This is an optimization exercise on Yosys and OpenROAD, whose aim is small area, not a production implementation. In this exercise RTL edits were held to simulation tests only and were not proved equivalent to the original. Power figures rest on the tool's default switching activity, not on a simulated workload.

cedar:
// px4led
module px4led (
    input  wire clk,
    input  wire rst_n,
    input  wire scl_i,
    input  wire sda_i,
    output wire sda_oe_o,
    input  wire tick_i,
    input  wire pwm_tick_i,
    output wire pwm_r_o,
    output wire pwm_g_o,
    output wire pwm_b_o,
    output wire hb_o
);
    wire       ev_rx_stop, ev_rx_data, ev_sla_w, ev_tx_load, tx_first;
    wire [7:0] rx_byte, tx_byte;
    wire       ready, n_zero, do_colour, do_script, do_settings;
    wire [3:0] pb, pg, pr;
    wire       vb, vg, vr;
    wire       load_reply;
    wire [5:0] reply0;
    wire [7:0] reply1;
    wire [3:0] red, green, blue;
    px4led_bit_engine u_bit (
        .clk        (clk),
        .rst_n      (rst_n),
        .scl_i      (scl_i),
        .sda_i      (sda_i),
        .sda_oe     (sda_oe_o),
        .ev_rx_stop (ev_rx_stop),
        .ev_rx_data (ev_rx_data),
        .ev_sla_w   (ev_sla_w),
        .ev_tx_load (ev_tx_load),
        .tx_first   (tx_first),
        .rx_byte    (rx_byte),
        .tx_byte    (tx_byte)
    );
    px4led_protocol_engine u_pe (
        .clk         (clk),
        .rst_n       (rst_n),
        .ev_rx_stop  (ev_rx_stop),
        .ev_rx_data  (ev_rx_data),
        .ev_sla_w    (ev_sla_w),
        .ev_tx_load  (ev_tx_load),
        .tx_first    (tx_first),
        .rx_byte     (rx_byte),
        .tx_byte     (tx_byte),
        .ready       (ready),
        .n_zero      (n_zero),
        .do_colour   (do_colour),
        .do_script   (do_script),
        .do_settings (do_settings),
        .pb          (pb),
        .pg          (pg),
        .pr          (pr),
        .vb          (vb),
        .vg          (vg),
        .vr          (vr),
        .load_reply  (load_reply),
        .reply0      (reply0),
        .reply1      (reply1)
    );
    px4led_foreground u_fg (
        .clk         (clk),
        .rst_n       (rst_n),
        .tick_i      (tick_i),
        .ready       (ready),
        .n_zero      (n_zero),
        .do_colour   (do_colour),
        .do_script   (do_script),
        .do_settings (do_settings),
        .pb          (pb),
        .pg          (pg),
        .pr          (pr),
        .vb          (vb),
        .vg          (vg),
        .vr          (vr),
        .load_reply  (load_reply),
  ...
For scale: ~94 flip-flops, roughly 11 I/O pins, roughly 3600 um^2 of cells after synthesis.
Settings: LEC_CHECK=0, CAP_MARGIN=20, CORE_MARGIN=2, CORE_UTILIZATION=80, PLACE_DENSITY=0.9, SLEW_MARGIN=20; clock period 10.0 ns.
standard.sh (not shown) runs the stock make flow with config.mk's settings and CLKGATE_MAP_FILE= SYNTH_SCRIPT=/design/flow/synth_recipe.tcl, a recipe that flattens the netlist after the stock synthesis.
==> flow/flow/run.sh <==
#!/bin/bash
# Layout flow: the standard layout (standard.sh) with these changes.
#  * Ports are buffered with sky130_fd_sc_hd__buf_1.
#  * Clock tree synthesis adds no dummy loads.
# Each step's full output goes to a log file in this folder; ORFS's own
# per-step logs are under orfs/logs/.
set -euo pipefail
W=$(pwd)

# synthesis script: synth_recipe.tcl sourcing a copy of ORFS's synth.tcl in
# which only the ABC script argument is replaced
sed "s|^  log_cmd abc {\*}\$abc_args|  lset abc_args 1 $W/flow/abc_area.script\n  log_cmd abc {*}\$abc_args|" \
    "$FLOW_HOME/scripts/synth.tcl" > "$W/synth_body_area.tcl"
grep -q "lset abc_args 1" "$W/synth_body_area.tcl"
sed "s|\$::env(SCRIPTS_DIR)/synth.tcl|$W/synth_body_area.tcl|" synth_recipe.tcl > "$W/synth_area.tcl"
grep -q "synth_body_area.tcl" "$W/synth_area.tcl"
sed "s|SYNTH_SCRIPT=[^ ]*|SYNTH_SCRIPT=$W/synth_area.tcl ADDER_MAP_FILE=|" standard.sh > "$W/standard_area.sh"
grep -q "synth_area.tcl ADDER_MAP_FILE=" "$W/standard_area.sh"

bash "$W/standard_area.sh" synth > "$W/synth.log" 2>&1

export CTS_ARGS="-sink_clustering_enable -repair_clock_nets -dont_use_dummy_load"
export BUFFER_PORTS_ARGS="-buffer_cell sky130_fd_sc_hd__buf_1"
bash standard.sh > "$W/layout.log" 2>&1
==> flow/flow/abc_area.script <==
&get -n
&st
&deepsyn -T 60
&dch
&nf -R 1000
&put
topo
Having completed the whole flow, cedar delivered a layout that passed the timing, design-rule and antenna checks.
#### Input delta (garnet over cedar)
# cedar
export LEC_CHECK = 0
export CAP_MARGIN = 20
export CORE_MARGIN = 2
export CORE_UTILIZATION = 80
export PLACE_DENSITY = 0.9
export SLEW_MARGIN = 20
create_clock -name core_clock -period 10.0 [get_ports {clk}]
# garnet
export LEC_CHECK = 0
export CAP_MARGIN = 20
export CORE_MARGIN = 2
export CORE_UTILIZATION = 40
export SLEW_MARGIN = 20
create_clock -name core_clock -period 10.0 [get_ports {clk}]
## What came out
garnet: vertical extent of the die 39% above cedar. Compared garnet against cedar; power within noise. The global routing usage summed across all routing layers in garnet was lower than what cedar gave.
#### Input delta (tundra over garnet)
# garnet
export LEC_CHECK = 0
export CAP_MARGIN = 20
export CORE_MARGIN = 2
export CORE_UTILIZATION = 40
export SLEW_MARGIN = 20
create_clock -name core_clock -period 10.0 [get_ports {clk}]
# tundra
export LEC_CHECK = 0
export CAP_MARGIN = 20
export CORE_MARGIN = 2
export CORE_UTILIZATION = 65
export PLACE_DENSITY = 0.8
export SLEW_MARGIN = 20
create_clock -name core_clock -period 10.0 [get_ports {clk}]
Results
- tundra: full flow OK, the timing, design-rule and antenna checks passed
- Register share of the cell area on tundra is up relative to garnet.
- Min clock share of power across tundra and garnet: tundra
- tundra -> garnet: routed via count flat
- garnet → tundra: final worst hold slack now larger, area of the core region decreased by 38% relative to the old numbers.
- According to the power report, total power for tundra is lower than for garnet.
- Comparing worst setup slack for tundra and garnet, the smaller number came from garnet.
Modified inputs, nickel compared to tundra
# tundra
export LEC_CHECK = 0
export CAP_MARGIN = 20
export CORE_MARGIN = 2
export CORE_UTILIZATION = 65
export PLACE_DENSITY = 0.8
export SLEW_MARGIN = 20
create_clock -name core_clock -period 10.0 [get_ports {clk}]
# nickel
export LEC_CHECK = 0
export CAP_MARGIN = 20
export CORE_MARGIN = 2
export CORE_UTILIZATION = 40
export SLEW_MARGIN = 20
create_clock -name core_clock -period 10.0 [get_ports {clk}]
==> flow/flow/abc_area.script <==
&get -n
&st
&deepsyn -T 20
&dch
&nf -R 1000
&put
topo
- nickel finished all stages; the layout is clean.
- Total track usage: lower on nickel
- Via count of the first global-routing pass in nickel is 7.0% higher than in tundra
- Re number of pins exceeding their max-slew limit in the final report: no difference whatsoever between tundra and nickel.

## what the ideal ports hide
How much do the figures lean on ideal ports? The routed layouts below were timed once more, with nothing changed but the port constraints.
Step 1: set_driving_cell puts a clkbuf_16 on clk and a buf_2 on each other input, an assumption about the parent block.
Step 2 moves the port delays by t, midway between the first and last clock arrival at a register: inputs arrive t later, outputs are due t later. That takes back most of the time a late clock gives input paths.
a / b / c = ideal ports / drivers / drivers and shift; a / b = the first two.
run	t (ns)	slack for setup (ns)	hold slack, ns	worst slew at a driven data input, ns	pins driven straight from the clock port
cedar	0.372	6.298 / 6.269 / 6.416	0.416 / 0.416 / 0.416	0.04	1
garnet	0.370	6.336 / 6.304 / 6.483	0.392 / 0.392 / 0.392	0.03	1
tundra	0.349	6.384 / 6.357 / 6.477	0.414 / 0.414 / 0.414	0.03	1
nickel	0.376	6.390 / 6.357 / 6.504	0.405 / 0.405 / 0.405	0.03	1
After both steps setup and hold are still met in every run listed.
